This design comes from an exercise in tuning for small area, a short achievable clock period and few clock cycles per item on the open sky130 flow, not from production work. RTL that was checked went through simulation tests only; none was proved equivalent to the original. Function not checked in runs 1 to 3: the RTL went through the layout flow alone. Power and IR drop assume default switching activity.

### flow/run.sh
#!/bin/bash
# synth_recipe.tcl (not shown) runs the flow's synth.tcl, then flattens the netlist and writes it again
# the make line also repeats each setting of config.mk as NAME=value (left out here)
make -C /OpenROAD-flow-scripts/flow DESIGN_CONFIG=/design/flow/config.mk WORK_HOME=/design/flow/orfs CLKGATE_MAP_FILE= SYNTH_SCRIPT=/design/flow/synth_recipe.tcl finish
### flow/config.mk
export PLATFORM = sky130hd
export DESIGN_NAME = line21_decoder
export DESIGN_NICKNAME = line21_decoder
export VERILOG_FILES = /design/flow/design.v
export SDC_FILE = /design/flow/constraint.sdc
export NUM_CORES = 4
export LEC_CHECK = 0
export CAP_MARGIN = 20
export CORE_MARGIN = 2
export CORE_UTILIZATION = 40
export SLEW_MARGIN = 20
### flow/constraint.sdc
create_clock -name core_clock -period 14.0 [get_ports {clk}]
set_input_delay 2.8000 -clock core_clock [delete_from_list [all_inputs] [get_ports {clk}]]
set_output_delay 2.8000 -clock core_clock [all_outputs]
set_load 0.01 [all_outputs]
### flow/design.v
module line21_decoder (
    input  wire       clk,
    input  wire       rst,           
    input  wire       in_valid,
    output wire       in_ready,
    input  wire [7:0] in_data,
    input  wire       in_last,
    output wire       out_valid,
    input  wire       out_ready,
    output wire       out_ok,
    output wire [3:0] out_cause,
    output wire [7:0] out_byte0,
    output wire [7:0] out_byte1
);
    localparam N   = 257;            
    localparam D   = 3;              
    localparam PW  = 2;              
    localparam [7:0] BUB = 8'd1;
    integer j;
    function [PW-1:0] inc;
        input [PW-1:0] p;
        inc = (p == D-1) ? {PW{1'b0}} : p + 1'b1;
    endfunction
    reg       rdy;
    reg       a_v, a_l, b_v, b_l;
    reg [7:0] a_d, b_d;
    assign in_ready = rdy;
    wire acc = in_valid & rdy;
    reg          e_v    [0:D-1];
    reg          e_done [0:D-1];
    reg [17:0]   e_f    [0:D-1];
    reg [PW-1:0] wp, cp, fp, op;
    reg [1:0]    nc;                 
    reg [7:0] ring [0:N-1];
    wire [7:0] tail = ring[N-1];
    reg        fl;                   
    reg [8:0]  tc;                   
    reg        tz;                   
    reg        h_v;                  
    reg [7:0]  h_d;
    wire rpos   = (nc != 2'd0);
    wire nb     = ~fl & (tail != BUB);
    wire cons   = nb & rpos;
    wire recirc = nb & ~rpos;
    wire uz     = fl | tz | rpos;    
    reg [8:0] cnt;                   
    reg [7:0] m;
    reg       ovf;
    wire [17:0] ecp    = e_f[cp];
    wire [8:0]  tc_end = rpos ? ecp[8:0] : cnt;
    wire        t_end  = (tc == tc_end);   
    wire store    = ~cnt[8];
    wire a_go     = a_v & (~(store | a_l) | (uz & ~recirc & ~h_v))
                        & (~a_l | ~e_v[wp]);
    wire a_free   = ~a_v | a_go;
    wire wr       = a_go & store;
    wire row_done = a_go & a_l;
    wire [7:0] a_map  = (a_d < 8'd15) ? 8'd0 : a_d;
    wire [7:0] m_nx   = (a_d > m) ? a_d : m;
    wire [8:0] cnt_nx = cnt + {8'd0, store};
    wire       pstart = recirc & tz & ~h_v;
    wire [7:0] head   = h_v ? h_d : (pstart ? BUB : (recirc ? tail : (wr ? a_map : BUB)));
    wire b_v_nx = a_free ? 1'b0 : (b_v | acc);
    always @(posedge clk) begin
        if (rst)
            h_v <= 1'b0;
        else if (h_v | pstart)
            h_v <= recirc;
        if (recirc)
            h_d <= tail;
    end
    always @(posedge clk) begin
        ring[0] <= head;
        for (j = 1; j < N; j = j + 1)
            ring[j] <= ring[j-1];
    end
    always @(posedge clk) begin
        if (rst) begin
            a_v <= 1'b0;
            b_v <= 1'b0;
            rdy <= 1'b1;
        end else begin
            rdy <= ~b_v_nx;
            b_v <= b_v_nx;
            if (a_free)
                a_v <= b_v | acc;
        end
        if (a_free) begin
            a_d <= b_v ? b_d : in_data;
            a_l <= b_v ? b_l : in_last;
        end else if (acc) begin
            b_d <= in_data;
            b_l <= in_last;
        end
    end
    always @(posedge clk) begin
        if (rst) begin
            cnt <= 9'd0;
            m   <= 8'd0;
            ovf <= 1'b0;
        end else if (a_go) begin
            if (a_l) begin
                cnt <= 9'd0;
                m   <= 8'd0;
                ovf <= 1'b0;
            end else begin
                cnt <= cnt_nx;
                m   <= m_nx;
                ovf <= ovf | ~store;
            end
        end
    end
    wire [18:0] thi_p = {11'd0, ecp[16:9]} * 19'd1147 + 19'd1962;
    wire [17:0] tlo_p = {10'd0, ecp[16:9]} * 18'd461 + 18'd963;
    reg  [7:0]  thi, tlo;
    reg         v1, f1, l1;
    reg [7:0]   s1;
    always @(posedge clk) begin
        if (rst) begin
            fl <= 1'b1;
            tc <= 9'd1 - N;          
            tz <= 1'b0;
            cp <= {PW{1'b0}};
            v1 <= 1'b0;
        end else begin
            v1 <= cons;
            if (fl) begin
                tc <= tc + 1'b1;
                tz <= (tc == 9'd0);
                if (tc == 9'd0)
                    fl <= 1'b0;
            end else if (nb) begin
                if (t_end) begin
                    tc <= 9'd1;
                    tz <= 1'b1;
                end else begin
                    tc <= tc + 1'b1;
                    tz <= 1'b0;
                end
                if (cons & t_end)
                    cp <= inc(cp);
            end
        end
        s1 <= tail;
        f1 <= tz;
        l1 <= t_end;
        if (tz) begin
            thi <= thi_p[18:11];
            tlo <= tlo_p[17:10];
        end
    end
    reg  prevb;
    wire b1 = (s1 >= thi) | ((s1 >= tlo) & ~f1 & prevb);
    reg  v2, b2, f2, l2;
    always @(posedge clk) begin
        if (rst)
            v2 <= 1'b0;
        else
            v2 <= v1;
        if (v1)
            prevb <= b1;
        b2 <= b1;
        f2 <= f1;
        l2 <= l1;
    end
    localparam PH_START = 3'd0, PH_COUNT = 3'd1, PH_RISE = 3'd2,
               PH_SAMP  = 3'd3, PH_FULL  = 3'd4, PH_FAIL = 3'd5;
    reg [2:0]  ph;
    reg [8:0]  ci;                   
    reg [3:0]  st;                   
    reg        stbig;                
    reg [6:0]  sp;                   
    reg        spbig;                
    reg [3:0]  tn;                   
    reg [3:0]  bw;
    reg [3:0]  cd;                   
    reg [4:0]  k;                    
    reg [15:0] db;
    reg [23:0] hist;                 
    reg        cz5;                  
    wire [8:0] pos  = f2 ? 9'd0 : ci;
    wire [2:0] ph_e = f2 ? PH_START : ph;
    wire [6:0] len  = ci[6:0] - {3'd0, st};
    reg [3:0] bw_c;
    always @(*) begin
        case (len)
            7'd13:                                           bw_c = 4'd2;
            7'd14, 7'd15, 7'd16, 7'd17, 7'd18, 7'd19:        bw_c = 4'd3;
            7'd20, 7'd21, 7'd22, 7'd23, 7'd24, 7'd25, 7'd26: bw_c = 4'd4;
            7'd27, 7'd28, 7'd29, 7'd30, 7'd31, 7'd32, 7'd33: bw_c = 4'd5;
            7'd34, 7'd35, 7'd36, 7'd37, 7'd38, 7'd39:        bw_c = 4'd6;
            7'd40, 7'd41, 7'd42, 7'd43, 7'd44, 7'd45, 7'd46: bw_c = 4'd7;
            7'd47, 7'd48, 7'd49, 7'd50, 7'd51, 7'd52:        bw_c = 4'd8;
            7'd53, 7'd54, 7'd55, 7'd56, 7'd57, 7'd58, 7'd59: bw_c = 4'd9;
            7'd60, 7'd61, 7'd62, 7'd63, 7'd64, 7'd65, 7'd66: bw_c = 4'd10;
            7'd67, 7'd68, 7'd69, 7'd70, 7'd71, 7'd72:        bw_c = 4'd11;
            default:                                         bw_c = 4'd12;
        endcase
    end
    wire [4:0] bw2  = {bw, 1'b0};
    wire       s_m2 = hist[bw - 1'b1];
    wire       s_m3 = hist[bw2 - 1'b1];
    reg fv;
    always @(posedge clk) begin
        if (rst)
            fv <= 1'b0;
        else
            fv <= v2 & l2;
        if (v2) begin
            ci   <= pos + 1'b1;
            hist <= {hist[22:0], b2};
            ph   <= ph_e;
            case (ph_e)
            PH_START: if (b2) begin
                st    <= pos[3:0];
                stbig <= (pos > 9'd12);
                tn    <= 4'd0;
                ph    <= PH_COUNT;
            end
            PH_COUNT: if (b2 != hist[0]) begin
                tn <= tn + 1'b1;
                if (tn == 4'd12) begin
                    sp    <= ci[6:0];
                    spbig <= (ci > 9'd76);
                    bw    <= bw_c;
                    ph    <= PH_RISE;
                end
            end
            PH_RISE: if (b2) begin
                ph <= PH_SAMP;
                cd <= {1'b0, bw[3:1]} - 1'b1;
                k  <= 5'd0;
            end
            PH_SAMP: if (cd == 4'd0) begin
                cd <= bw - 1'b1;
                k  <= k + 1'b1;
                if (k == 5'd0) begin
                    cz5 <= (pos < {4'd0, bw2});
                    if ((pos < {4'd0, bw2}) || ({s_m3, s_m2, b2} != 3'b001))
                        ph <= PH_FAIL;
                end else begin
                    db <= {b2, db[15:1]};
                    if (k == 5'd16)
                        ph <= PH_FULL;
                end
            end else
                cd <= cd - 1'b1;
            default: ;
            endcase
        end
    end
    wire [17:0] efp  = e_f[fp];
    wire [8:0]  w    = efp[8:0];
    wire [7:0]  st20 = {st, 4'd0} + {2'd0, st, 2'd0};
    wire        stfail = stbig | ({1'b0, st20} > w);
    wire [9:0]  sp5  = {3'd0, sp} + {1'b0, sp, 2'd0};
    wire [10:0] w3   = {2'd0, w} + {1'b0, w, 1'b0};
    wire        spfail = spbig | ({1'b0, w} > sp5) | ({sp5, 1'b0} > w3);
    wire        par  = (^db[7:0]) & (^db[15:8]);
    reg  [3:0] rc;
    always @(*) begin
        if (efp[17])                            rc = 4'd8;
        else if (efp[16:9] < 8'd32)             rc = 4'd1;
        else if (ph == PH_START)                rc = 4'd2;
        else if (stfail)                        rc = 4'd3;
        else if (ph == PH_COUNT)                rc = 4'd2;
        else if (spfail)                        rc = 4'd3;
        else case (ph)
            PH_RISE:                            rc = 4'd7;
            PH_SAMP:                            rc = 4'd5;
            PH_FULL:                            rc = par ? 4'd0 : 4'd6;
            default:                            rc = cz5 ? 4'd5 : 4'd4;
        endcase
    end
    reg       o_v, o_ok;
    reg [3:0] o_c;
    reg [6:0] o_b0, o_b1;
    assign out_valid = o_v;
    assign out_ok    = o_ok;
    assign out_cause = o_c;
    assign out_byte0 = {1'b0, o_b0};
    assign out_byte1 = {1'b0, o_b1};
    wire [17:0] eop    = e_f[op];
    wire        o_load = ~o_v & e_done[op];
    always @(posedge clk) begin
        if (rst) begin
            o_v <= 1'b0;
            wp  <= {PW{1'b0}};
            fp  <= {PW{1'b0}};
            op  <= {PW{1'b0}};
            nc  <= 2'd0;
            for (j = 0; j < D; j = j + 1) begin
                e_v[j]    <= 1'b0;
                e_done[j] <= 1'b0;
            end
        end else begin
            if (o_v & out_ready)
                o_v <= 1'b0;
            else if (o_load)
                o_v <= 1'b1;
            nc <= nc + {1'b0, row_done} - {1'b0, cons & t_end};
            if (row_done) begin
                e_v[wp] <= 1'b1;
                wp      <= inc(wp);
            end
            if (fv) begin
                e_done[fp] <= 1'b1;
                fp         <= inc(fp);
            end
            if (o_load) begin
                e_v[op]    <= 1'b0;
                e_done[op] <= 1'b0;
                op         <= inc(op);
            end
        end
        if (row_done)
            e_f[wp] <= {ovf | ~store, m_nx, cnt_nx};
        if (fv)
            e_f[fp] <= {rc, (rc == 4'd0) ? {db[14:8], db[6:0]} : 14'd0};
        if (o_load) begin
            o_ok <= (eop[17:14] == 4'd0);
            o_c  <= eop[17:14];
            o_b0 <= eop[6:0];
            o_b1 <= eop[13:7];
        end
    end
endmodule
==> results of run 1 <==
-- cells in the mapped netlist, types with 13 or more instances --
cell type	instances	share of area (%)
sky130_fd_sc_hd__dfxtp_1	2132	73
sky130_fd_sc_hd__a21oi_1	83	0.71
sky130_fd_sc_hd__ha_1	175	3.7
sky130_fd_sc_hd__o21a_1	18	0.23
sky130_fd_sc_hd__nor2b_1	25	0.27
sky130_fd_sc_hd__a21o_1	20	0.26
sky130_fd_sc_hd__nand3_1	66	0.56
sky130_fd_sc_hd__nor3_1	41	0.35
sky130_fd_sc_hd__inv_1	156	1.0
sky130_fd_sc_hd__xnor2_1	53	0.79
sky130_fd_sc_hd__xor2_1	33	0.49
sky130_fd_sc_hd__o21ai_0	89	0.76
sky130_fd_sc_hd__a211oi_1	16	0.20
sky130_fd_sc_hd__mux2i_1	53	0.90
sky130_fd_sc_hd__edfxtp_1	199	10
sky130_fd_sc_hd__o22ai_1	26	0.28
sky130_fd_sc_hd__nand2_1	121	0.77
sky130_fd_sc_hd__clkbuf_1	53	0.34
sky130_fd_sc_hd__nand2b_1	17	0.18
sky130_fd_sc_hd__nand4_1	13	0.14
sky130_fd_sc_hd__fa_1	47	1.6
sky130_fd_sc_hd__mux2_2	18	0.35
sky130_fd_sc_hd__nor2_1	112	0.72
-- sequential cells by signal, indices dropped and copies added, names as in the netlist, 5 cells and up, named ones only --
signal,flops
tlo,8
ring,2056
m,8
sp,7
tc,9
hist,24
o_b0,7
cnt,9
h_d,8
ci,9
e_f,54
k,5
s1,8
b_d,8
thi,8
db,16
o_b1,7
a_d,8
-- worst min path at each step --
stage,start,to,cells after the start,slack [ns]
after floorplan,l1$_DFF_P_,l2$_DFF_P_,0,0.31
after global placement,ring[129][2]$_DFF_P_,ring[130][2]$_DFF_P_,0,0.31
after detailed placement,ring[99][1]$_DFF_P_,ring[100][1]$_DFF_P_,0,0.31
after CTS,ring[143][0]$_DFF_P_,ring[144][0]$_DFF_P_,0,0.27
after global routing,ring[94][0]$_DFF_P_,ring[95][0]$_DFF_P_,0,0.29
final,ring[143][0]$_DFF_P_,ring[144][0]$_DFF_P_,0,0.28
-- worst max-delay path, delay by kind of cell (launching register included) --
kind                       cells  cell delay, ns
buffers and inverters          3            0.41
AOI/OAI and AO/OA              3            1.13
and+or+nand+nor                6            1.18
DFF                            1            0.93
adders and majority gates      5            2.16
-- routing by layer --
layer	share of wire (%)	routed length, µm	vias to the layer above
met5	0.078	65	-
met4	3.3	2740	12
met3	6.3	5300	185
met2	38	32100	506
met1	52	43300	12200
li1	-	-	12800
-- through the flow --
stage | power [µW] | hold slack [ns] | setup WS, ns | cell area, µm² | instances
after floorplan | 7400 | 0.310 | 8.08 | 58600 | 3741
after global routing | 13700 | 0.286 | 7.55 | 68500 | 6028
after CTS | 13300 | 0.274 | 7.56 | 68500 | 6028
final | 13200 | 0.276 | 7.93 | 68500 | 6028
after global placement | 7540 | 0.311 | 7.74 | 61200 | 5639
after detailed placement | 7540 | 0.312 | 7.60 | 61200 | 5639
-- cell families (layout without fill, tap and decap cells) --
family	Yosys count	after routing	share of synthesized area (%)
other cells	1	2	0.00640
buf+inv	222	592	1.46
xor+xnor	86	86	1.28
simple gates	460	460	3.82
compound gates	341	341	3.69
mux	76	76	1.41
flops	2331	2331	83.0
fa+ha+maj	223	223	5.36
-- layout make-up --
type / count / area share (%)
flip-flops and latches: 2331 / 71.0
multi-input cells: 1188 / 13.4
clock buffers: 303 / 9.10
well taps: 1917 / 3.50
clock inverters: 86 / 1.52
inverters: 156 / 0.855
repair buffers: 47 / 0.628
-- report_power, final --
group | internal (µW) | total (µW) | switching (µW)
clock | 3390 | 5770 | 2380
sequential | 6840 | 6880 | 37.0
combinational | 224 | 512 | 289
total | 10500 | 13200 | 2710
==> reports/metrics.csv, run 1 <==
metric,value,unit
core_ar,0.146,mm²
htree_num_levels,4,
arrival_worst_endpoint,6.59,ns
multi_input_area,0.00917,mm²
tritoncts_num_sinks,2331,
detail_route.drc_violations,0,
totalNegativeSetupSlack,0,ns
routed_wl,83.5,mm
area.sequential,0.0487,mm²
detailedRoute.firstPassIterationCount,5,
syn_area_per_cell,15.7,µm²
worstRegToRegCells,17,
highest_attainable_clock_frequency,165,MHz
die_area,0.150,mm²
crit_required,14.51,ns
drt-vias-per-instance,4.27,
grt-busiest-layer,met1,
run_status,no timing/DRC/antenna violations,
grt.met1_usage,16.6,%
n_antenna_cell,0,
power.static_leakage,0.0272,µW
max_slew_margin,22.0,%
detail_route.iter0.violations,1484,
die_w,387,µm
layout_min_cycle_time,6.07,ns
hold_buffers,0,
yosys_warnings,2,
synth_area,0.0586,mm²
finalNetCount,4164,
asyncSetResetFlopFracSynth,0,%
grt_max_degree,46,
synth_edf_count,199,
root_buffer,sky130_fd_sc_hd__clkbuf_16,
hpwl_after_dpl,48.7,mm
cts_setup_buffers,0,
port_buffers,33,
path_clk_slew,0.06,ns
layout_common_cells,"sky130_fd_sc_hd__dfxtp_1 (2131), sky130_fd_sc_hd__clkbuf_16 (216), sky130_fd_sc_hd__edfxtp_1 (199)",
via_count_of_the_first_global_routing_pass,25500,
synth_seq_cells,2331,
min_path_type,reg -> reg,
power_density,192,mW/mm²
routed-via-count,25700,
share_of_the_clock_period_used_by_the_worst_path,43.4,%
flow.area_growth_from_synthesis,16.9,%
grt_util_all_layers,11.3,%
rrSetupSlack,7.93,ns
bufs_on_longest_clock_path,3,
cp_slowest_cell,sky130_fd_sc_hd__dfxtp_1,
max-cap-violations,0,
cts_tree,built,
n_fill_cell,12400,
die_height,387,µm
count_of_mapped_cells_out_of_synthesis,3740,
setup_violations,0,
clock_latency,0.79,ns
grt_antenna_before_repair,8,
reg2reg_to,thi[3]$_DFFE_PP_,
wl_per_cell,13.9,µm
vdd.ir_drop.worst,115,µV
post_cts_resize_count,0,
finalClockSkew,0.0528,ns
drive_gt1_share,10.0,%
synth_seq_area_share,83.0,%
rsz0062_at_grt,no,
floorplan.initialDensity,40.3,%
startpoint_type,flop,
yosysUniqueCellTypes,79,
critPathMaxFanout,26,
path_class,reg -> reg,
routabilityCongestion,0.798,
utilization,47.1,%
ios,36,
met3_usage,3.47,%
finalHoldViolations,0,
max_slew_vio_count,0,
final_common_cell,sky130_fd_sc_hd__dfxtp_1,
grt.met2_usage,15.1,%
setup.worst_path.end_class,flop,
cts_inserted_buffers,205,
placement_rows,140,
grt_overflow_total,0,
critical_path_cell_by_cell,nor2_1 -> a21oi_1 -> inv_1 -> ha_1 -> inv_1 -> fa_1 -> fa_1 -> inv_1 -> fa_1 -> ha_1 -> a211oi_1 -> nor2_1 -> nor4_1 -> nor3b_1 -> or2_2 -> a211oi_1 -> nor3_1,
grt_first_pass_wirelength,137,mm
primary_ff_master_synth,sky130_fd_sc_hd__dfxtp_1,
max_slew.worst_pin.slew,1.17,ns
route.antenna.remaining_nets,0,
worst_stage_delay_on_the_critical_path,0.93,ns
crit_path_end,thi[3]$_DFFE_PP_,
==> run 2, diff against run 1 <==
--- a/flow/config.mk
+++ b/flow/config.mk
@@ -6,4 +6,5 @@
 export NUM_CORES = 4
 export LEC_CHECK = 0
+export ABC_CLOCK_PERIOD_IN_PS = 4000
 export CAP_MARGIN = 20
 export CORE_MARGIN = 2
==> run 2 against run 1 <==
  * Non-clock buffer count unchanged
  * Utilization did not move
  * Synthesized area is the same
  * Die area did not move
  * Final area unchanged
  * Critical path type unchanged
==> reports/metrics.csv, run 2 <==
metric,value,unit,change
area.sequential,0.0487,mm²,unchanged
finalClockSkew,0.0528,ns,unchanged
asyncSetResetFlopFracSynth,0,%,unchanged
die_height,387,µm,unchanged
yosysMostFrequentCell,sky130_fd_sc_hd__dfxtp_1,,
hold_buffers,0,,unchanged
synth_edf_count,199,,unchanged
synth_area,0.0586,mm²,unchanged
cell_taking_the_most_area_after_synthesis,sky130_fd_sc_hd__dfxtp_1,,
utilization,47.1,%,unchanged
routed-via-count,25700,,unchanged
tritoncts_num_sinks,2331,,unchanged
min_path_type,reg -> reg,,
power_density,192,mW/mm²,unchanged
registers.top_by_ff_count,ring,,
path_class,reg -> reg,,
highest_attainable_clock_frequency,165,MHz,unchanged
netlist_top_cells_count,"sky130_fd_sc_hd__dfxtp_1 (2132), sky130_fd_sc_hd__edfxtp_1 (199), sky130_fd_sc_hd__ha_1 (175), sky130_fd_sc_hd__inv_1 (156), sky130_fd_sc_hd__nand2_1 (121)",,
grt_util_all_layers,11.3,%,unchanged
n_fill_cell,12400,,unchanged
arrival_worst_endpoint,6.59,ns,about the same
power.static_leakage,0.0272,µW,unchanged
port_buffers,33,,unchanged
max_slew_margin,22.0,%,unchanged
primary_ff_master_synth,sky130_fd_sc_hd__dfxtp_1,,
synth_seq_cells,2331,,unchanged
grt_antenna_before_repair,8,,unchanged
detail_route.drc_violations,0,,unchanged
hpwl_after_dpl,48.7,mm,unchanged
bufs_on_longest_clock_path,3,,unchanged
final_common_cell,sky130_fd_sc_hd__dfxtp_1,,
max_slew.worst_pin.slew,1.17,ns,unchanged
placedInstanceArea,0.0612,mm²,unchanged
route.antenna.remaining_nets,0,,unchanged
wl_per_cell,13.9,µm,unchanged
synth_seq_area_share,83.0,%,unchanged
drt-vias-per-instance,4.27,,unchanged
max_slew_vio_count,0,,unchanged
startpoint_type,flop,,
worst_stage_delay_on_the_critical_path,0.93,ns,about the same
critical_path_cell_by_cell,nor2_1 -> a21oi_1 -> inv_1 -> ha_1 -> inv_1 -> fa_1 -> fa_1 -> inv_1 -> fa_1 -> ha_1 -> a211oi_1 -> nor2_1 -> nor4_1 -> nor3b_1 -> or2_2 -> a211oi_1 -> nor3_1,,
via_count_of_the_first_global_routing_pass,25500,,unchanged
htree_num_levels,4,,unchanged
detail_route.iter0.violations,1484,,unchanged
setup_violations,0,,unchanged
largest_registers,"ring (2056), e_f (54), hist (24)",,
syn_area_per_cell,15.7,µm²,unchanged
die_w,387,µm,unchanged
cts_tree,built,,
setup.worst_path.end_class,flop,,
drive_gt1_share,10.0,%,unchanged
layout_common_cells,"sky130_fd_sc_hd__dfxtp_1 (2131), sky130_fd_sc_hd__clkbuf_16 (216), sky130_fd_sc_hd__edfxtp_1 (199)",,
core_ar,0.146,mm²,unchanged
yosys_warnings,2,,unchanged
cp_slowest_cell,sky130_fd_sc_hd__dfxtp_1,,
design_area,0.0685,mm²,unchanged
clock_latency,0.79,ns,about the same
cts_setup_buffers,0,,unchanged
post_cts_resize_count,0,,unchanged
netlist_top_cells_area,"sky130_fd_sc_hd__dfxtp_1 (73%), sky130_fd_sc_hd__edfxtp_1 (10%), sky130_fd_sc_hd__ha_1 (3.7%)",,
path_clk_slew,0.06,ns,about the same
yosysUniqueCellTypes,79,,unchanged
finalNetCount,4164,,unchanged
multi_input_area,0.00917,mm²,unchanged
detailedRoute.firstPassIterationCount,5,,unchanged
cts_inserted_buffers,205,,unchanged
layout_min_cycle_time,6.07,ns,unchanged
grt_overflow_total,0,,unchanged
root_buffer,sky130_fd_sc_hd__clkbuf_16,,
vdd.ir_drop.worst,115,µV,unchanged
routed_wl,83.5,mm,unchanged
synth_top_cell_area_share,72.8,%,unchanged
critPathMaxFanout,26,,unchanged
flow.area_growth_from_synthesis,16.9,%,unchanged
max-cap-violations,0,,unchanged
floorplan.initialDensity,40.3,%,unchanged
placement_rows,140,,unchanged
finalHoldViolations,0,,unchanged
grt_max_degree,46,,unchanged
n_antenna_cell,0,,unchanged
grt_first_pass_wirelength,137,mm,unchanged
share_of_the_clock_period_used_by_the_worst_path,43.4,%,unchanged
ios,36,,unchanged
crit_required,14.51,ns,about the same
count_of_mapped_cells_out_of_synthesis,3740,,unchanged
rsz0062_at_grt,no,,
run_status,no timing/DRC/antenna violations,,
routabilityCongestion,0.798,,unchanged
totalNegativeSetupSlack,0,ns,unchanged
max_ffs_per_register,2056,,unchanged
die_area,0.150,mm²,unchanged
## run 2: cell counts after synthesis
Identical to the previous run, type by type.
## run 2: report_power, final
part	internal (µW)	leakage [µW]	switching, µW
clock	3390	0.00358	2380
combinational	224	0.00454	289
sequential	6840	0.0191	37.0
## run 2: metal layers
layer | up-vias | GRT usage (%) | part of all wire [%]
met3 | 185 | 3.47 | 6.3
met4 | 12 | 5.19 | 3.3
met1 | 12200 | 16.6 | 52
met2 | 506 | 15.1 | 38
met5 | - | 0 | 0.078
li1 | 12800 | - | -
## run 2: worst max-delay path: cells and delay by family (launching register included)
kind	cells	cell delay, ns
buffers and inverters	3	0.41
adder cells (fa/ha/maj)	5	2.16
AND/OR/NAND/NOR	6	1.18
flip-flops	1	0.93
AO/OA/AOI/OAI	3	1.13
## run 2: worst paths after layout
check / from / to / slack, ns / cells past startpoint
max reg2reg: flop / thi[3]$_DFFE_PP_ / 7.93 / 17
min: ring[143][0]$_DFF_P_ / ring[144][0]$_DFF_P_ / 0.28 / 0
min reg2reg: ring[143][0]$_DFF_P_ / ring[144][0]$_DFF_P_ / 0.28 / 0
max: flop / thi[3]$_DFFE_PP_ / 7.93 / 17
## run 2: metrics by stage
step | hold WS, ns | std cells | setup WS (ns) | total power [µW]
after CTS | 0.274 | 6028 | 7.56 | 13300
after detailed placement | 0.312 | 5639 | 7.60 | 7540
after floorplan | 0.310 | 3741 | 8.08 | 7400
after global routing | 0.286 | 6028 | 7.55 | 13700
final | 0.276 | 6028 | 7.93 | 13200
after global placement | 0.311 | 5639 | 7.74 | 7540
## run 2: kinds of logic after synthesis
family,share of synthesized area (%)
AOI/OAI and AO/OA,3.69
DFF,83.0
and+or+nand+nor,3.82
other,0.00640
xor gates and xnor gates,1.28
adders and majority gates,5.36
muxes,1.41
buffers and inverters,1.46
## run 2: cell type report
cell class	count	area share [%]
clock buffer	303	9.10
sequential	2331	71.0
tap	1917	3.50
clock inverter	86	1.52
inverter	156	0.855
timing repair buffer	47	0.628
multi-input combinational	1188	13.4
==> run 3, diff against run 2 <==
--- a/flow/design.v
+++ b/flow/design.v
@@ -22,9 +22,10 @@
         inc = (p == D-1) ? {PW{1'b0}} : p + 1'b1;
     endfunction
-    reg       rdy;
+    reg       rdy;                   
+    reg       rdy_i;                 
     reg       a_v, a_l, b_v, b_l;
     reg [7:0] a_d, b_d;
     assign in_ready = rdy;
-    wire acc = in_valid & rdy;
+    wire acc = in_valid & rdy_i;
     reg          e_v    [0:D-1];
     reg          e_done [0:D-1];
@@ -40,5 +41,6 @@
     reg [7:0]  h_d;
     wire rpos   = (nc != 2'd0);
-    wire nb     = ~fl & (tail != BUB);
+    reg  tbub;                       
+    wire nb     = ~fl & ~tbub;
     wire cons   = nb & rpos;
     wire recirc = nb & ~rpos;
@@ -62,4 +64,5 @@
     wire [7:0] head   = h_v ? h_d : (pstart ? BUB : (recirc ? tail : (wr ? a_map : BUB)));
     wire b_v_nx = a_free ? 1'b0 : (b_v | acc);
+    wire rdy_nx = a_free | ~(b_v | (in_valid & rdy));
     always @(posedge clk) begin
         if (rst)
@@ -71,4 +74,5 @@
     end
     always @(posedge clk) begin
+        tbub    <= (ring[N-2] == BUB);
         ring[0] <= head;
         for (j = 1; j < N; j = j + 1)
@@ -77,9 +81,11 @@
     always @(posedge clk) begin
         if (rst) begin
-            a_v <= 1'b0;
-            b_v <= 1'b0;
-            rdy <= 1'b1;
+            a_v   <= 1'b0;
+            b_v   <= 1'b0;
+            rdy   <= 1'b1;
+            rdy_i <= 1'b1;
         end else begin
-            rdy <= ~b_v_nx;
+            rdy   <= rdy_nx;
+            rdy_i <= ~b_v_nx;
             b_v <= b_v_nx;
             if (a_free)
@@ -111,7 +117,8 @@
         end
     end
-    wire [18:0] thi_p = {11'd0, ecp[16:9]} * 19'd1147 + 19'd1962;
-    wire [17:0] tlo_p = {10'd0, ecp[16:9]} * 18'd461 + 18'd963;
-    reg  [7:0]  thi, tlo;
+    wire [7:0]  mcp  = ecp[16:9];
+    wire [11:0] k14c = {mcp, 4'd0} - {3'd0, mcp, 1'b0};
+    wire [11:0] k9c  = {1'b0, mcp, 3'd0} + {4'd0, mcp};
+    reg  [11:0] k14, k9;
     reg         v1, f1, l1;
     reg [7:0]   s1;
@@ -146,10 +153,12 @@
         l1 <= t_end;
         if (tz) begin
-            thi <= thi_p[18:11];
-            tlo <= tlo_p[17:10];
+            k14 <= k14c;
+            k9  <= k9c;
         end
     end
     reg  prevb;
-    wire b1 = (s1 >= thi) | ((s1 >= tlo) & ~f1 & prevb);
+    wire [12:0] s25 = {s1, 4'd0} + {1'b0, s1, 3'd0} + {5'd0, s1};
+    wire [12:0] s20 = {s1, 4'd0} + {2'd0, s1, 2'd0};
+    wire b1 = (s25 >= {1'b0, k14}) | ((s20 >= {1'b0, k9}) & ~f1 & prevb);
     reg  v2, b2, f2, l2;
     always @(posedge clk) begin
@@ -169,7 +178,6 @@
     reg [8:0]  ci;                   
     reg [3:0]  st;                   
-    reg        stbig;                
-    reg [6:0]  sp;                   
-    reg        spbig;                
+    reg        stfail;               
+    reg        spfail;               
     reg [3:0]  tn;                   
     reg [3:0]  bw;
@@ -182,4 +190,8 @@
     wire [2:0] ph_e = f2 ? PH_START : ph;
     wire [6:0] len  = ci[6:0] - {3'd0, st};
+    wire [8:0]  w    = e_f[fp][8:0];
+    wire [7:0]  st20 = {pos[3:0], 4'd0} + {2'd0, pos[3:0], 2'd0};
+    wire [10:0] ci5  = {2'd0, ci} + {ci, 2'd0};
+    reg  [9:0]  w3q;                 
     reg [3:0] bw_c;
     always @(*) begin
@@ -203,4 +215,5 @@
     reg fv;
     always @(posedge clk) begin
+        w3q <= {1'b0, w} + {w, 1'b0};
         if (rst)
             fv <= 1'b0;
@@ -213,6 +226,6 @@
             case (ph_e)
             PH_START: if (b2) begin
-                st    <= pos[3:0];
-                stbig <= (pos > 9'd12);
+                st     <= pos[3:0];
+                stfail <= (pos > 9'd12) | ({1'b0, st20} > w);
                 tn    <= 4'd0;
                 ph    <= PH_COUNT;
@@ -221,6 +234,5 @@
                 tn <= tn + 1'b1;
                 if (tn == 4'd12) begin
-                    sp    <= ci[6:0];
-                    spbig <= (ci > 9'd76);
+                    spfail <= ({2'd0, w} > ci5) | ({ci5, 1'b0} > {2'd0, w3q});
                     bw    <= bw_c;
                     ph    <= PH_RISE;
@@ -251,10 +263,4 @@
     end
     wire [17:0] efp  = e_f[fp];
-    wire [8:0]  w    = efp[8:0];
-    wire [7:0]  st20 = {st, 4'd0} + {2'd0, st, 2'd0};
-    wire        stfail = stbig | ({1'b0, st20} > w);
-    wire [9:0]  sp5  = {3'd0, sp} + {1'b0, sp, 2'd0};
-    wire [10:0] w3   = {2'd0, w} + {1'b0, w, 1'b0};
-    wire        spfail = spbig | ({1'b0, w} > sp5) | ({sp5, 1'b0} > w3);
     wire        par  = (^db[7:0]) & (^db[15:8]);
     reg  [3:0] rc;
@@ -282,8 +288,10 @@
     assign out_byte1 = {1'b0, o_b1};
     wire [17:0] eop    = e_f[op];
-    wire        o_load = ~o_v & e_done[op];
+    reg         o_busy;              
+    wire        o_load = ~o_busy & e_done[op];
     always @(posedge clk) begin
         if (rst) begin
-            o_v <= 1'b0;
+            o_v    <= 1'b0;
+            o_busy <= 1'b0;
             wp  <= {PW{1'b0}};
             fp  <= {PW{1'b0}};
@@ -295,8 +303,6 @@
             end
         end else begin
-            if (o_v & out_ready)
-                o_v <= 1'b0;
-            else if (o_load)
-                o_v <= 1'b1;
+            o_v    <= o_load | (o_v & ~out_ready);
+            o_busy <= o_load | (o_busy & ~out_ready);
             nc <= nc + {1'b0, row_done} - {1'b0, cons & t_end};
             if (row_done) begin
==> flow/flow/run.sh (new file) <==
#!/bin/bash
# Layout flow: the standard flow (standard synthesis, floorplan, power
# grid, placement, CTS, routing), with one change: the buffers that the flow
# puts on every input and output port are buf_4 cells instead of the
# buffer_ports default (a clkdlybuf4s50 delay cell).
set -o pipefail
export BUFFER_PORTS_ARGS="-buffer_cell sky130_fd_sc_hd__buf_4"
bash standard.sh > standard.log 2>&1
==> flow/standard.sh (new file) <==
#!/bin/bash
# synth_recipe.tcl (not shown) runs the flow's synth.tcl, then flattens the netlist and writes it again
# the make line also repeats each setting of config.mk as NAME=value (left out here)
make -C /OpenROAD-flow-scripts/flow DESIGN_CONFIG=/design/flow/config.mk WORK_HOME=/design/flow/orfs CLKGATE_MAP_FILE= SYNTH_SCRIPT=/design/flow/synth_recipe.tcl "${@:-finish}"
--- a/flow/config.mk
+++ b/flow/config.mk
@@ -6,7 +6,8 @@
 export NUM_CORES = 4
 export LEC_CHECK = 0
-export ABC_CLOCK_PERIOD_IN_PS = 4000
 export CAP_MARGIN = 20
 export CORE_MARGIN = 2
 export CORE_UTILIZATION = 40
+export CTS_CLUSTER_DIAMETER = 100
+export CTS_CLUSTER_SIZE = 30
 export SLEW_MARGIN = 20
removed: flow/run.sh
==> run 3 against run 2 <==
  * Clock-buffer cell count decreased by 203
  * Largest power group unchanged
  * Sequential share of layout area increased by 7.4 points
  * Still clean on timing, DRC and antenna
  * Highest routed layer unchanged
  * Clock skew decreased by 0.021 ns
  * Utilization decreased by 3.1 points
  * Global-route usage decreased by 1.0 points
  * Synthesized cell count decreased by 3.5%
  * Critical path depth decreased by 16
==> reports/metrics.csv, run 3 <==
metric,value,unit,change
count_of_mapped_cells_out_of_synthesis,3609,,-3.5%
die_w,383,µm,-1.1%
grt_first_pass_wirelength,123,mm,-10%
layoutNonFillerInstCount,5600,,-7.1%
n_fill_cell,12400,,+0.48%
hold_buffers,0,,unchanged
bufs_on_longest_clock_path,3,,unchanged
totalNegativeSetupSlack,0,ns,unchanged
finalClockSkew,0.0320,ns,-0.0209 ns
max_slew_margin,25.0,%,+3.0 points
drt-vias-per-instance,4.23,,-0.81%
syn_area_per_cell,15.9,µm²,+1.4%
layout_min_cycle_time,4.05,ns,-2.02 ns
synth_edf_count,198,,-0.50%
grt_max_degree,48,,+4.3%
critical_path_cell_by_cell,buf_4,,
drive_gt1_share,4.99,%,-5.1 points
netlist_top_cells_count,"sky130_fd_sc_hd__dfxtp_1 (2145), sky130_fd_sc_hd__edfxtp_1 (198), sky130_fd_sc_hd__inv_1 (139), sky130_fd_sc_hd__ha_1 (123), sky130_fd_sc_hd__nand2_1 (120)",,
port_buffers,33,,unchanged
multi_input_area,0.00771,mm²,-16%
area.sequential,0.0489,mm²,+0.47%
floorplan.initialDensity,40.4,%,+0.14 points
path_class,reg -> out,,
grt_overflow_total,0,,unchanged
asyncSetResetFlopFracSynth,0,%,unchanged
synth_seq_cells,2343,,+0.51%
worst_stage_delay_on_the_critical_path,0.36,ns,-0.57 ns
run_status,no timing/DRC/antenna violations,,
critPathMaxFanout,2,,-92%
routed-via-count,23700,,-7.8%
path_clk_slew,0.12,ns,+0.06 ns
cts_tree,built,,
cp_top_family,flip-flops,,
setup_violations,0,,unchanged
cts_setup_buffers,0,,unchanged
arrival_worst_endpoint,1.25,ns,-5.34 ns
largest_registers,"ring (2056), e_f (54), hist (24)",,
final_common_cell,sky130_fd_sc_hd__dfxtp_1,,
flow.area_growth_from_synthesis,8.70,%,
registers.top_by_ff_count,ring,,
synth_area,0.0574,mm²,-2.2%
netlist_top_cells_area,"sky130_fd_sc_hd__dfxtp_1 (75%), sky130_fd_sc_hd__edfxtp_1 (10%), sky130_fd_sc_hd__ha_1 (2.7%)",,
synth_seq_area_share,85.2,%,+2.2 points
crit_required,11.20,ns,-3.31 ns
rsz0062_at_grt,no,,
grt_util_all_layers,10.3,%,-1.0 points
share_of_the_clock_period_used_by_the_worst_path,29.0,%,-14 points
die_height,383,µm,-1.1%
finalNetCount,3835,,-7.9%
setup.worst_path.end_class,output port,,
cts_inserted_buffers,90,,-56%
highest_attainable_clock_frequency,247,MHz,+50%
placement_rows,138,,-1.4%
placedCellCount,5485,,-2.7%
die_area,0.146,mm²,-2.1%
yosysUniqueCellTypes,81,,+2.5%
cell_taking_the_most_area_after_synthesis,sky130_fd_sc_hd__dfxtp_1,,
min_path_type,reg -> reg,,
max-cap-violations,0,,unchanged
tritoncts_num_sinks,2343,,+0.51%
ios,36,,unchanged
core_ar,0.142,mm²,-2.5%
primary_ff_master_synth,sky130_fd_sc_hd__dfxtp_1,,
route.antenna.remaining_nets,0,,unchanged
wl_per_cell,13.5,µm,-2.2%
n_antenna_cell,0,,unchanged
finalHoldViolations,0,,unchanged
yosysMostFrequentCell,sky130_fd_sc_hd__dfxtp_1,,
layout_common_cells,"sky130_fd_sc_hd__dfxtp_1 (2145), sky130_fd_sc_hd__edfxtp_1 (198), sky130_fd_sc_hd__inv_1 (139)",,
routed_wl,75.9,mm,-9.1%
via_count_of_the_first_global_routing_pass,22900,,-10%
max_ffs_per_register,2056,,unchanged
cp_slowest_cell,sky130_fd_sc_hd__dfxtp_1,,
post_cts_resize_count,0,,unchanged
power_density,161,mW/mm²,-16%
detailedRoute.firstPassIterationCount,5,,unchanged
startpoint_type,flop,,
max_slew_vio_count,0,,unchanged
critical_path.n_buffers_inverters,1,,-2
vdd.ir_drop.worst,94.0,µV,-18%
post-place-ws,9.92,ns,+2.32 ns
max_slew.worst_pin.slew,1.12,ns,-0.0442 ns
detail_route.drc_violations,0,,unchanged
routabilityCongestion,0.835,,+4.6%
hpwl_after_dpl,44.4,mm,-8.7%
clock_latency,0.72,ns,-0.07 ns
htree_num_levels,3,,-1
synth_top_cell_area_share,74.9,%,+2.1 points
grt_antenna_before_repair,1,,-7
detail_route.iter0.violations,1332,,-10%
yosys_warnings,2,,unchanged
final.setup.worst_slack,9.95,ns,+2.02 ns
power.static_leakage,0.0242,µW,-11%
root_buffer,sky130_fd_sc_hd__clkbuf_16,,
[run 3: where the power goes]
part | internal, µW | switching [µW]
clock | 1220 | 1890
sequential | 6810 | 24.4
combinational | 40.0 | 57.6
[run 3: cells by family after synthesis]
logic type / Yosys count / share of synthesized area, %
flip-flops: 2343 / 85.2
XOR/XNOR: 101 / 1.54
adder cells (fa/ha/maj): 134 / 3.07
multiplexers: 74 / 1.39
buffers and inverters: 195 / 1.36
AO/OA/AOI/OAI: 348 / 3.81
AND/OR/NAND/NOR: 413 / 3.61
other: 1 / 0.00654
[run 3: final timing paths]
| path | startpoint | end | slack, ns | depth (start not counted) |
|---|---|---|---|---|
| setup / recovery | o_v$_SDFF_PP0_ | out_valid | 9.95 | 1 |
| hold / removal | ring[254][3]$_DFF_P_ | ring[255][3]$_DFF_P_ | 0.31 | 0 |
| setup reg to reg | flop | k14[9]$_DFFE_PP_ | 10.23 | 10 |
| hold reg to reg | ring[254][3]$_DFF_P_ | ring[255][3]$_DFF_P_ | 0.31 | 0 |
[run 3: cell type report]
type,count,share of cell area [%]
Inverter,139,0.837
Clock buffer,100,3.69
Clock inverter,14,0.381
Tap cell,1890,3.79
Sequential cell,2343,78.4
Timing Repair Buffer,42,0.538
Multi-Input combinational cell,1072,12.4
[run 3: stage by stage]
stage               hold WS [ns]  util (%)  total power (µW)  cell area, µm²
CTS                        0.315      43.9             10200           62300
detailed placement         0.312      42.1              7080           59800
floorplan                  0.310         -              7050           57400
finish                     0.309      43.9             10000           62400
global route               0.315      43.9             10400           62400
global placement           0.311      42.1              7080           59800
[run 3: per-layer routing]
metal | global-route usage, % | vias to the layer above | wire length, µm
met4 | 4.77 | 2 | 3150
met5 | 0 | - | 14
met3 | 2.15 | 167 | 3520
met2 | 13.8 | 387 | 28400
li1 | - | 12000 | -
met1 | 15.7 | 11200 | 40800
==> run 4, diff against run 3 <==
--- a/flow/design.v
+++ b/flow/design.v
@@ -177,17 +177,16 @@
     reg [2:0]  ph;
     reg [8:0]  ci;                   
-    reg [3:0]  st;                   
+    reg [3:0]  sc;                   
     reg        stfail;               
     reg        spfail;               
-    reg [3:0]  tn;                   
+    reg [4:0]  kn;                   
     reg [3:0]  bw;
-    reg [3:0]  cd;                   
-    reg [4:0]  k;                    
-    reg [15:0] db;
     reg [23:0] hist;                 
     reg        cz5;                  
     wire [8:0] pos  = f2 ? 9'd0 : ci;
     wire [2:0] ph_e = f2 ? PH_START : ph;
-    wire [6:0] len  = ci[6:0] - {3'd0, st};
+    wire [6:0] len  = ci[6:0] - {3'd0, sc};
+    wire       take = (sc == 4'd0);
+    wire       hsh  = (ph_e < PH_SAMP) | ((ph_e == PH_SAMP) & ((kn == 5'd0) | take));
     wire [8:0]  w    = e_f[fp][8:0];
     wire [7:0]  st20 = {pos[3:0], 4'd0} + {2'd0, pos[3:0], 2'd0};
@@ -222,46 +221,46 @@
         if (v2) begin
             ci   <= pos + 1'b1;
-            hist <= {hist[22:0], b2};
+            if (hsh)
+                hist <= {hist[22:0], b2};
             ph   <= ph_e;
             case (ph_e)
             PH_START: if (b2) begin
-                st     <= pos[3:0];
+                sc     <= pos[3:0];
                 stfail <= (pos > 9'd12) | ({1'b0, st20} > w);
-                tn    <= 4'd0;
-                ph    <= PH_COUNT;
+                kn     <= 5'd0;
+                ph     <= PH_COUNT;
             end
             PH_COUNT: if (b2 != hist[0]) begin
-                tn <= tn + 1'b1;
-                if (tn == 4'd12) begin
+                kn <= kn + 1'b1;
+                if (kn == 5'd12) begin
                     spfail <= ({2'd0, w} > ci5) | ({ci5, 1'b0} > {2'd0, w3q});
-                    bw    <= bw_c;
-                    ph    <= PH_RISE;
+                    bw     <= bw_c;
+                    ph     <= PH_RISE;
                 end
             end
             PH_RISE: if (b2) begin
                 ph <= PH_SAMP;
-                cd <= {1'b0, bw[3:1]} - 1'b1;
-                k  <= 5'd0;
+                sc <= {1'b0, bw[3:1]} - 1'b1;
+                kn <= 5'd0;
             end
-            PH_SAMP: if (cd == 4'd0) begin
-                cd <= bw - 1'b1;
-                k  <= k + 1'b1;
-                if (k == 5'd0) begin
+            PH_SAMP: if (take) begin
+                sc <= bw - 1'b1;
+                kn <= kn + 1'b1;
+                if (kn == 5'd0) begin
                     cz5 <= (pos < {4'd0, bw2});
                     if ((pos < {4'd0, bw2}) || ({s_m3, s_m2, b2} != 3'b001))
                         ph <= PH_FAIL;
-                end else begin
-                    db <= {b2, db[15:1]};
-                    if (k == 5'd16)
-                        ph <= PH_FULL;
-                end
+                end else if (kn == 5'd16)
+                    ph <= PH_FULL;
             end else
-                cd <= cd - 1'b1;
+                sc <= sc - 1'b1;
             default: ;
             endcase
         end
     end
+    wire [6:0] byte0 = {hist[9], hist[10], hist[11], hist[12], hist[13], hist[14], hist[15]};
+    wire [6:0] byte1 = {hist[1], hist[2], hist[3], hist[4], hist[5], hist[6], hist[7]};
     wire [17:0] efp  = e_f[fp];
-    wire        par  = (^db[7:0]) & (^db[15:8]);
+    wire        par  = (^hist[15:8]) & (^hist[7:0]);
     reg  [3:0] rc;
     always @(*) begin
@@ -323,5 +322,5 @@
             e_f[wp] <= {ovf | ~store, m_nx, cnt_nx};
         if (fv)
-            e_f[fp] <= {rc, (rc == 4'd0) ? {db[14:8], db[6:0]} : 14'd0};
+            e_f[fp] <= {rc, (rc == 4'd0) ? {byte1, byte0} : 14'd0};
         if (o_load) begin
             o_ok <= (eop[17:14] == 4'd0);
==> run 4 against run 3 <==
  * Global-route usage rose by 0.11 points
  * Utilization fell by 0.17 points
  * Synthesized cell count barely moved
  * Worst hold slack got worse by 0.0017 ns
  * Synthesized area fell by 1.1%
  * Still clean on timing, DRC and antenna
  * Largest cell class unchanged
  * Fmax fell by 0.40%
==> reports/metrics.csv, run 4 <==
metric,value,unit,change
run_status,no timing/DRC/antenna violations,,
highest_attainable_clock_frequency,246,MHz,-0.40%
critical_path_cell_by_cell,buf_4,,
hold_buffers,0,,unchanged
max_slew_margin,30.6,%,+5.6 points
critPathMaxFanout,1,,-1
power.static_leakage,0.0239,µW,-1.1%
post_cts_resize_count,0,,unchanged
max_slew_vio_count,0,,unchanged
share_of_the_clock_period_used_by_the_worst_path,29.1,%,+0.12 points
synth_edf_count,174,,-12%
tritoncts_num_sinks,2319,,-1.0%
cell_taking_the_most_area_after_synthesis,sky130_fd_sc_hd__dfxtp_1,,
core_ar,0.141,mm²,-0.49%
final.setup.worst_slack,9.93,ns,-0.0162 ns
layout_common_cells,"sky130_fd_sc_hd__dfxtp_1 (2144), sky130_fd_sc_hd__edfxtp_1 (174), sky130_fd_sc_hd__inv_1 (134)",,
detail_route.drc_violations,0,,unchanged
grt_first_pass_wirelength,123,mm,about the same
routabilityCongestion,0.802,,-3.9%
yosys_warnings,2,,unchanged
layout_min_cycle_time,4.07,ns,+0.0162 ns
min_path_type,reg -> reg,,
asyncSetResetFlopFracSynth,0,%,unchanged
detail_route.iter0.violations,1315,,-1.3%
cp_slowest_cell,sky130_fd_sc_hd__edfxtp_1,,
placement_rows,138,,unchanged
registers.top_by_ff_count,ring,,
die_area,0.145,mm²,-1.1%
synth_top_cell_area_share,75.7,%,+0.83 points
die_height,381,µm,-0.54%
max-cap-violations,0,,unchanged
routed-via-count,23400,,-1.2%
crit_required,11.20,ns,about the same
syn_area_per_cell,15.7,µm²,-1.0%
route.antenna.remaining_nets,0,,unchanged
area.sequential,0.0482,mm²,-1.5%
post-place-ws,9.78,ns,-0.135 ns
startpoint_type,flop,,
path_class,reg -> out,,
max_slew.worst_pin.slew,1.04,ns,-0.0843 ns
yosysMostFrequentCell,sky130_fd_sc_hd__dfxtp_1,,
primary_ff_master_synth,sky130_fd_sc_hd__dfxtp_1,,
grt_util_all_layers,10.4,%,+0.11 points
wl_per_cell,13.4,µm,-0.73%
critical_path.n_buffers_inverters,1,,unchanged
max_ffs_per_register,2056,,unchanged
clock_latency,0.74,ns,+0.02 ns
floorplan.initialDensity,40.2,%,-0.25 points
setup_violations,0,,unchanged
cp_top_family,flip-flops,,
root_buffer,sky130_fd_sc_hd__clkbuf_16,,
routed_wl,75.3,mm,-0.75%
arrival_worst_endpoint,1.27,ns,+0.02 ns
path_clk_slew,0.11,ns,about the same
via_count_of_the_first_global_routing_pass,22900,,-0.079%
worst_stage_delay_on_the_critical_path,0.39,ns,+0.03 ns
n_fill_cell,12500,,+0.63%
final_common_cell,sky130_fd_sc_hd__dfxtp_1,,
die_w,381,µm,-0.54%
detailedRoute.firstPassIterationCount,7,,+2
ios,36,,unchanged
netlist_top_cells_count,"sky130_fd_sc_hd__dfxtp_1 (2145), sky130_fd_sc_hd__edfxtp_1 (174), sky130_fd_sc_hd__inv_1 (134), sky130_fd_sc_hd__ha_1 (123), sky130_fd_sc_hd__nor2_1 (117)",,
drt-vias-per-instance,4.18,,-1.2%
finalNetCount,3830,,-0.13%
synth_seq_area_share,84.9,%,-0.32 points
flow.area_growth_from_synthesis,8.95,%,
power_density,162,mW/mm²,+0.43%
cts_setup_buffers,0,,unchanged
cts_tree,built,,
bufs_on_longest_clock_path,3,,unchanged
drive_gt1_share,5.10,%,+0.11 points
grt_overflow_total,0,,unchanged
synth_seq_cells,2319,,-1.0%
port_buffers,33,,unchanged
yosysUniqueCellTypes,83,,+2.5%
count_of_mapped_cells_out_of_synthesis,3607,,-0.055%
synth_area,0.0567,mm²,-1.1%
rsz0062_at_grt,no,,
vdd.ir_drop.worst,96.5,µV,+2.7%
finalClockSkew,0.0665,ns,+0.0345 ns
setup.worst_path.end_class,output port,,
grt_antenna_before_repair,2,,+1
grt_max_degree,48,,unchanged
multi_input_area,0.00780,mm²,+1.1%
totalNegativeSetupSlack,0,ns,unchanged
htree_num_levels,3,,unchanged
finalHoldViolations,0,,unchanged
netlist_top_cells_area,"sky130_fd_sc_hd__dfxtp_1 (76%), sky130_fd_sc_hd__edfxtp_1 (9.2%), sky130_fd_sc_hd__ha_1 (2.7%)",,
hpwl_after_dpl,45.4,mm,+2.2%
largest_registers,"ring (2056), e_f (54), hist (24)",,
cts_inserted_buffers,90,,unchanged
==> run 4: through the flow <==
step                      hold slack (ns)  instance area, µm²  instances  util [%]  power [µW]
final                               0.308               61800       5599      43.8        9990
after global routing                0.312               61800       5598      43.8       10400
after CTS                           0.305               61800       5598      43.8       10100
after detailed placement            0.312               59200       5481      41.9        7000
after global placement              0.310               59200       5481      41.9        7000
after floorplan                     0.310               56700       3608         -        6960
==> run 4: cell type report <==
class                   instances  area share, %
diodes                          1        0.00405
clock buffers                 101           3.76
clock inverters                16          0.506
inverters                     135          0.820
multi-input cells            1092           12.6
flip-flops and latches       2319           77.9
well taps                    1890           3.83
repair buffers                 45          0.547
==> run 4: final timing paths <==
check	cells past startpoint	startpoint	slack (ns)	endpoint
min	0	ring[220][1]$_DFF_P_	0.31	ring[221][1]$_DFF_P_
max	1	o_c[3]$_DFFE_PP_	9.93	out_cause[3]
max reg2reg	15	s1[1]$_DFF_P_	10.41	prevb$_DFFE_PP_
min reg2reg	0	ring[220][1]$_DFF_P_	0.31	ring[221][1]$_DFF_P_
==> run 4: cells by family after synthesis <==
group,Yosys count,synth area share [%]
DFF,2319,84.9
and+or+nand+nor,431,3.71
AOI/OAI and AO/OA,345,3.83
buffers and inverters,197,1.39
adders and majority gates,135,3.12
xor gates and xnor gates,98,1.51
muxes,81,1.54
other,1,0.00661
==> run 4: routing by layer <==
layer,GRT usage (%),part of all wire (%),vias to the layer above
met3,1.72,4.0,128
met2,14.9,40,339
met1,15.5,53,11100
li1,-,-,11900
met5,0,0,-
met4,4.38,3.1,0
==> run 4: worst reg2reg max path, cell delays in order, from the launching register on <==
cell,delay [ns]
sky130_fd_sc_hd__dfxtp_1,0.38
sky130_fd_sc_hd__inv_1,0.14
sky130_fd_sc_hd__fa_1,0.55
sky130_fd_sc_hd__inv_1,0.07
sky130_fd_sc_hd__ha_1,0.30
sky130_fd_sc_hd__a21o_1,0.18
sky130_fd_sc_hd__a21oi_1,0.21
sky130_fd_sc_hd__o21bai_1,0.09
sky130_fd_sc_hd__a21oi_1,0.20
sky130_fd_sc_hd__o21ai_0,0.14
sky130_fd_sc_hd__xor2_1,0.16
sky130_fd_sc_hd__ha_1,0.18
sky130_fd_sc_hd__a211o_1,0.22
sky130_fd_sc_hd__a21oi_1,0.13
sky130_fd_sc_hd__o221ai_1,0.13
sky130_fd_sc_hd__a311o_1,0.30
==> run 4: power by group <==
part           internal [µW]  switching, µW
registers               6730           24.7
logic                   37.8           55.0
clock network           1250           1890
Testbench counts of run 4, summed over its fixed seeds: cycles 158,646, frames 960.
==> run 5, diff against run 4 <==
--- a/flow/design.v
+++ b/flow/design.v
@@ -13,5 +13,5 @@
     output wire [7:0] out_byte1
 );
-    localparam N   = 257;            
+    localparam N   = 256;            
     localparam D   = 3;              
     localparam PW  = 2;              
@@ -53,5 +53,5 @@
     wire        t_end  = (tc == tc_end);   
     wire store    = ~cnt[8];
-    wire a_go     = a_v & (~(store | a_l) | (uz & ~recirc & ~h_v))
+    wire a_go     = a_v & (~(store | a_l) | (uz & ~recirc & (~h_v | ~store)))
                         & (~a_l | ~e_v[wp]);
     wire a_free   = ~a_v | a_go;
@@ -117,8 +117,5 @@
         end
     end
-    wire [7:0]  mcp  = ecp[16:9];
-    wire [11:0] k14c = {mcp, 4'd0} - {3'd0, mcp, 1'b0};
-    wire [11:0] k9c  = {1'b0, mcp, 3'd0} + {4'd0, mcp};
-    reg  [11:0] k14, k9;
+    reg  [7:0]  mq;                  
     reg         v1, f1, l1;
     reg [7:0]   s1;
@@ -152,10 +149,10 @@
         f1 <= tz;
         l1 <= t_end;
-        if (tz) begin
-            k14 <= k14c;
-            k9  <= k9c;
-        end
+        if (tz)
+            mq <= ecp[16:9];
     end
     reg  prevb;
+    wire [11:0] k14 = {mq, 4'd0} - {3'd0, mq, 1'b0};
+    wire [11:0] k9  = {1'b0, mq, 3'd0} + {4'd0, mq};
     wire [12:0] s25 = {s1, 4'd0} + {1'b0, s1, 3'd0} + {5'd0, s1};
     wire [12:0] s20 = {s1, 4'd0} + {2'd0, s1, 2'd0};
==> run 5 against run 4 <==
  * Highest routed layer unchanged
  * Register-to-register slack got worse by 0.11 ns
  * Critical path type unchanged
  * Via count decreased by 0.80%
  * Utilization hardly changed
  * Clock power decreased by 2%
  * Critical path depth is the same
  * Final area shrank 1.4%
  * Largest power group unchanged
==> reports/metrics.csv, run 5 <==
metric,value,unit,change
cp_top_family,flip-flops,,
yosys_warnings,2,,unchanged
detail_route.iter0.violations,1347,,+2.4%
root_buffer,sky130_fd_sc_hd__clkbuf_16,,
placement_rows,137,,-0.72%
bufs_on_longest_clock_path,3,,unchanged
route.antenna.remaining_nets,0,,unchanged
highest_attainable_clock_frequency,245,MHz,-0.30%
layoutNonFillerInstCount,5513,,-1.5%
finalClockSkew,0.0384,ns,-0.0281 ns
clock_latency,0.73,ns,about the same
setup.worst_path.end_class,output port,,
drive_gt1_share,5.23,%,+0.13 points
crit_path_end,out_byte1[3],,
detail_route.drc_violations,0,,unchanged
path_depth,1,,unchanged
critical_path.n_buffers_inverters,1,,unchanged
netlist_top_cells_area,"sky130_fd_sc_hd__dfxtp_1 (76%), sky130_fd_sc_hd__edfxtp_1 (8.6%), sky130_fd_sc_hd__ha_1 (2.7%)",,
startpoint_type,flop,,
min_path_type,reg -> reg,,
layout_min_cycle_time,4.08,ns,+0.0123 ns
asyncSetResetFlopFracSynth,0,%,unchanged
totalNegativeSetupSlack,0,ns,unchanged
drt-vias-per-instance,4.21,,+0.74%
routabilityCongestion,0.811,,+1.1%
cts_tree,built,,
grt_antenna_before_repair,2,,unchanged
synth_edf_count,160,,-8.0%
tritoncts_num_sinks,2297,,-0.95%
registers.top_by_ff_count,ring,,
run_status,no timing/DRC/antenna violations,,
path_clk_slew,0.10,ns,about the same
synth_seq_cells,2297,,-0.95%
power,9930,µW,-0.61%
primary_ff_master_synth,sky130_fd_sc_hd__dfxtp_1,,
count_of_mapped_cells_out_of_synthesis,3536,,-2.0%
detailedRoute.firstPassIterationCount,6,,-1
cts_setup_buffers,0,,unchanged
yosysUniqueCellTypes,84,,+1.2%
max_slew_vio_count,0,,unchanged
core_ar,0.139,mm²,-1.5%
die_height,378,µm,-0.65%
routed-via-count,23200,,-0.80%
reg2reg_to,spfail$_DFFE_PP_,,
die_w,378,µm,-0.65%
rrSetupSlack,10.30,ns,-0.11 ns
wl_per_cell,13.3,µm,-0.98%
layout_common_cells,"sky130_fd_sc_hd__dfxtp_1 (2137), sky130_fd_sc_hd__edfxtp_1 (160), sky130_fd_sc_hd__a21oi_1 (137)",,
worst_stage_delay_on_the_critical_path,0.41,ns,+0.02 ns
utilization,43.8,%,about the same
worstRegToRegCells,13,,-2
max_slew_margin,26.9,%,-3.7 points
synth_top_cell_area_share,76.4,%,+0.72 points
syn_area_per_cell,15.8,µm²,+0.67%
grt_util_all_layers,10.4,%,+0.028 points
ios,36,,unchanged
grt_overflow_total,0,,unchanged
final_common_cell,sky130_fd_sc_hd__dfxtp_1,,
cell_taking_the_most_area_after_synthesis,sky130_fd_sc_hd__dfxtp_1,,
largest_registers,"ring (2048), e_f (54), hist (24)",,
path_class,reg -> out,,
floorplan.initialDensity,40.2,%,+0.059 points
critical_path_cell_by_cell,buf_4,,
max-cap-violations,0,,unchanged
n_fill_cell,12400,,-1.2%
vdd.ir_drop.worst,93.3,µV,-3.3%
finalHoldViolations,0,,unchanged
finalNetCount,3759,,-1.9%
synth_seq_area_share,85.0,%,+0.088 points
share_of_the_clock_period_used_by_the_worst_path,29.2,%,+0.088 points
power_density,163,mW/mm²,+0.83%
power.static_leakage,0.0237,µW,-0.70%
hold_buffers,0,,unchanged
max_slew.worst_pin.slew,1.08,ns,+0.0466 ns
critPathMaxFanout,1,,unchanged
htree_num_levels,3,,unchanged
setup_violations,0,,unchanged
grt_first_pass_wirelength,121,mm,-1.4%
crit_required,11.20,ns,about the same
cp-startpoint,o_b1[3]$_DFFE_PP_,,
cp_slowest_cell,sky130_fd_sc_hd__edfxtp_1,,
flow.area_growth_from_synthesis,8.82,%,
synth_area,0.0560,mm²,-1.3%
grt_max_degree,40,,-17%
reg2reg_from,ci[2]$_DFFE_PP_,,
via_count_of_the_first_global_routing_pass,22800,,-0.15%
post_cts_resize_count,0,,unchanged
routed_wl,73.4,mm,-2.5%
yosysMostFrequentCell,sky130_fd_sc_hd__dfxtp_1,,
cts_inserted_buffers,89,,-1.1%
die_area,0.143,mm²,-1.3%
max_ffs_per_register,2048,,-0.39%
netlist_top_cells_count,"sky130_fd_sc_hd__dfxtp_1 (2137), sky130_fd_sc_hd__edfxtp_1 (160), sky130_fd_sc_hd__a21oi_1 (137), sky130_fd_sc_hd__ha_1 (123), sky130_fd_sc_hd__nor2_1 (113)",,
placedCellCount,5397,,-1.5%
rsz0062_at_grt,no,,
hpwl_after_dpl,43.0,mm,-5.2%
arrival_worst_endpoint,1.28,ns,about the same
port_buffers,33,,unchanged
-- run 5: cell types whose count changed in the layout (fill, tap and decap cells not counted), moves of 8 or more --
cell | before | now
sky130_fd_sc_hd__a21oi_1 | 99 | 137
sky130_fd_sc_hd__nand3_1 | 43 | 20
sky130_fd_sc_hd__nand2_1 | 112 | 97
sky130_fd_sc_hd__o32ai_1 | 8 | 0
sky130_fd_sc_hd__inv_1 | 134 | 107
sky130_fd_sc_hd__o21ai_0 | 100 | 82
sky130_fd_sc_hd__edfxtp_1 | 174 | 160
-- run 5: final cells by class --
class	count	area (µm²)	area share, %
clock inverter	15	265	0.435
sequential	2297	47600	78.1
antenna	1	2.50	0.00411
timing repair buffer	42	315	0.517
multi-input combinational	1073	7730	12.7
inverter	109	409	0.671
clock buffer	100	2280	3.74
tap	1876	2350	3.85
-- run 5: routing by layer --
metal  GRT usage, %  vias up  part of all wire [%]
met3           1.87      119                   4.2
met2           15.5      328                    42
met1           15.0    11000                    51
met4           4.22        0                   2.8
li1               -    11700                     -
met5              0        -                     0
-- run 5: worst min-delay path by stage --
| stage | slack [ns] | from | end | cells past startpoint |
|---|---|---|---|---|
| global placement | 0.31 | ring[0][4]$_DFF_P_ | ring[1][4]$_DFF_P_ | 0 |
| CTS | 0.29 | ring[22][6]$_DFF_P_ | ring[23][6]$_DFF_P_ | 0 |
| floorplan | 0.31 | l1$_DFF_P_ | l2$_DFF_P_ | 0 |
| finish | 0.30 | ring[25][6]$_DFF_P_ | ring[26][6]$_DFF_P_ | 0 |
| detailed placement | 0.31 | ring[103][3]$_DFF_P_ | ring[104][3]$_DFF_P_ | 0 |
| global route | 0.31 | ring[40][2]$_DFF_P_ | ring[41][2]$_DFF_P_ | 0 |
-- run 5: cells by family (layout without fill, tap and decap cells) --
logic type      Yosys count  in the layout  share of synthesized area, %
fa+ha+maj               135            135                          3.16
flops                  2297           2297                          85.0
compound gates          369            369                          4.10
mux                      75             75                          1.43
simple gates            394            394                          3.54
buf+inv                 167            266                          1.24
xor+xnor                 98             98                          1.53
other cells               1              3                       0.00670
-- run 5: worst reg2reg max path, cell delays in order, from the launching register on --
cell and delay, ns:
sky130_fd_sc_hd__edfxtp_1 0.56, sky130_fd_sc_hd__ha_1 0.23, sky130_fd_sc_hd__inv_1 0.05, sky130_fd_sc_hd__fa_1 0.40, sky130_fd_sc_hd__nor2b_1 0.12, sky130_fd_sc_hd__o21ai_0 0.10
sky130_fd_sc_hd__a21oi_1 0.22, sky130_fd_sc_hd__nor2_1 0.09, sky130_fd_sc_hd__xnor2_1 0.22, sky130_fd_sc_hd__ha_1 0.30, sky130_fd_sc_hd__a2111oi_0 0.37, sky130_fd_sc_hd__a21boi_0 0.16
sky130_fd_sc_hd__a2111oi_0 0.47, sky130_fd_sc_hd__o211ai_1 0.16
-- run 5: power breakdown --
group / switching (µW) / internal (µW) / total (µW)
logic: 71.4 / 46.7 / 118
clock network: 1850 / 1220 / 3070
registers: 35.5 / 6710 / 6740
-- run 5: metrics by stage --
stage	hold WS, ns	setup slack, ns	instance area (µm²)
global route	0.309	9.81	60900
floorplan	0.310	10.38	56000
detailed placement	0.312	9.72	58400
CTS	0.291	9.82	60900
global placement	0.310	9.73	58400
finish	0.305	9.92	60900
Testbench counts of run 5, summed over its fixed seeds: cycles 158,631, frames 960.

## re-timing with driven ports
In the flow no input, the clock included, has a driving cell. The finished layouts below were timed again as built, in two steps.
Step 1 (the two cells are an assumption about what drives the block):
set clk [get_ports {clk}]
set_driving_cell -lib_cell sky130_fd_sc_hd__clkbuf_16 $clk
set_driving_cell -lib_cell sky130_fd_sc_hd__buf_2 [delete_from_list [all_inputs] $clk]
Step 2 times the ports against the registers' clock, not the clock port: input delays grow and output delays shrink by t, the midpoint of the rising clock arrivals with the driver on.
a / b / c = no drivers / after step 1 / after step 2; a / b = the first two.
run | t (ns) | setup slack, ns | worst slew at a driven data input, ns
run 1 | 0.843 | 7.925 / 7.925 / 7.925 | 0.09
run 2 | 0.843 | 7.925 / 7.925 / 7.925 | 0.09
run 3 | 0.762 | 9.946 / 9.878 / 9.960 | 0.14
run 4 | 0.771 | 9.930 / 9.865 / 9.723 | 0.21
run 5 | 0.778 | 9.918 / 9.843 / 9.772 | 0.03
After both steps every run listed still meets setup and hold. The setup slack of run 4, which loses most, moves by -0.065 ns with the drivers and by -0.207 ns with both steps.
